Source: an optimization exercise on an open RTL-to-GDS flow (aim: small area, a short achievable clock period and few clock cycles). Production flows keep margins and buffers that such runs may drop.
RTL that was checked went through simulation tests only; none was proved equivalent to the original.
Power is estimated from default activity; no workload was simulated.

==> trial 9 <==
==> flow/design.v (excerpt) <==
module csum_codec (
    input  wire         clk,
    input  wire         rst,
    input  wire         start,
    input  wire [31:0]  cmd,
    input  wire [7:0]   blen,
    input  wire [623:0] frame,
    output wire         ready,
    output reg          done,
    output wire [7:0]   status,
    output wire [15:0]  value
);
==> flow/config.mk <==
export PLATFORM = sky130hd
export DESIGN_NAME = csum_codec
export DESIGN_NICKNAME = csum_codec
export VERILOG_FILES = /design/flow/design.v
export SDC_FILE = /design/flow/constraint.sdc
export NUM_CORES = 4
export LEC_CHECK = 0
export CAP_MARGIN = 20
export CORE_AREA = 10 10 250 250
export DIE_AREA = 0 0 260 260
export SETUP_SLACK_MARGIN = 2.5
export SLEW_MARGIN = 20
export SYNTH_HIERARCHICAL = 1
==> flow/constraint.sdc <==
create_clock -name core_clock -period 8.0 [get_ports {clk}]
set_input_delay 1.6000 -clock core_clock [delete_from_list [all_inputs] [get_ports {clk}]]
set_output_delay 1.6000 -clock core_clock [all_outputs]
set_load 0.01 [all_outputs]
standard.sh (not shown) runs the stock make flow with config.mk's settings and CLKGATE_MAP_FILE= SYNTH_SCRIPT=/design/flow/synth_recipe.tcl, a recipe that flattens the netlist after the stock synthesis.
==> flow/flow/run.sh <==
#!/bin/bash
# The standard layout, with the port buffers made as buf_1 cells (every
# input and output port still gets its own buffer).
set -euo pipefail
export BUFFER_PORTS_ARGS="-buffer_cell sky130_fd_sc_hd__buf_1"
bash standard.sh synth > synth.log 2>&1
bash standard.sh finish > layout.log 2>&1
==> build 3: changes against trial 9 <==
--- a/flow/design.v
+++ b/flow/design.v
@@ -19,19 +19,18 @@
                      (cmd[7:0] == 8'h01 || cmd[7:0] == 8'h02);
     wire runt      = (blen < HDR_BYTES);
     wire oversize  = (len_field > MAX_PAYLOAD);
     wire truncated = ({1'b0, blen} < (9'd14 + {2'b00, len_field[6:0]}));
     wire frame_bad = runt || oversize || truncated;
-    wire [63:0] ml, mh;
-    csum_mdec mdec_l (.len7(frame[13*8 +: 7]), .m(ml));
-    csum_mdec mdec_h (.len7(frame[13*8 +: 7]), .m(mh));
+    wire [63:0] m;
+    csum_mdec mdec (.len7(frame[13*8 +: 7]), .m(m));
     genvar gi;
     reg  [511:0] pn;
     integer j;
     always @(*)
         for (j = 0; j < 64; j = j + 1)
-            pn[8*j +: 8] = ~(frame[8*(14+j) +: 8] & {{4{mh[j]}}, {4{ml[j]}}});
+            pn[8*j +: 8] = ~(frame[8*(14+j) +: 8] & {8{m[j]}});
     wire ff_in = (csum_field == 16'hFFFF);
     wire [15:0] fvn = (cmd[1] && !ff_in) ? ~csum_field : 16'hFFFF;
     wire hs0, hc0;
     csum_fa hfa0 (.a(frame[24]), .b(frame[40]), .c(frame[56]), .s(hs0), .co(hc0));
     wire hs1, hc1;
==> notes.md <==
Count of clock-buffer cells in the layout is the same in build 3 and trial 9. Of build 3 and trial 9, trial 9 has the higher design area (gap about 5.4%, measured against trial 9). In build 3 the sequential share of layout area is higher than in trial 9, by 0.33 points. Of trial 9 and build 3, trial 9 has the higher utilization (gap 2.3 points). Clock power: trial 9 is lower than build 3 (about 2%). In build 3 the via count is smaller than in trial 9, by about 4.6%.
==> figures <==
Status: trial 9 timing/DRC/antenna clean; build 3 timing/DRC/antenna clean
Simple-Gate Fraction of Synth Area: trial 9 16.7%; build 3 16.0%
Met3 wire len: trial 9 10300 um; build 3 11000 um
Gp weighted congestion: trial 9 1.05; build 3 1.03
Met2 Routed Length: trial 9 54100 um; build 3 48500 um
Timing endpoint of the critical path: trial 9 rq[35]; build 3 rq[19]
Adder-cell area share of the yosys netlist: trial 9 64.4%; build 3 65.9%
Area share of buffers outside the clock network: trial 9 15.6%; build 3 15.7%
Number of antenna violations at the first check in global routing: trial 9 8; build 3 21
Sw Ratio: trial 9 56.4%; build 3 56.4%
Final design instance area without fill: trial 9 24400 um^2; build 3 23100 um^2
Largest voltage drop on the vdd net: trial 9 436 uV; build 3 547 uV
Maximum achievable frequency: trial 9 181 MHz; build 3 180 MHz
Routed length per placed instance: trial 9 34.4 um; build 3 32.5 um
Testbench counts of build 3, summed over its fixed seeds: cycles 3,200.
Only the layout flow was run in trial 9; the RTL was not checked for function there.

[separate check: timing with driven ports]
The results above use ideal ports. As a check the final layouts listed here were re-extracted and re-timed, cells and wires unchanged. Step 1 assumes that a clkbuf_16 drives the clock port and a buf_2 every other input. Step 2 adds t to the input delays and takes it off the output delays; t is the mean of the earliest and latest rising clock arrival at the registers after step 1. Input paths then give back, and output paths get back, about the clock's delay inside the block. Three values: ideal, step 1, step 2; two values: the first two.
run	t (ns)	setup slack, ns	clock arrival spread, ns
trial 9	0.390	2.468 / 2.346 / 1.956	0.017 / 0.016
build 3	0.395	2.444 / 2.464 / 2.069	0.011 / 0.010
After both steps setup and hold are still met in every run listed. For trial 9, which loses most, drivers alone change the setup slack by -0.122 ns; drivers and shift together by -0.512 ns.
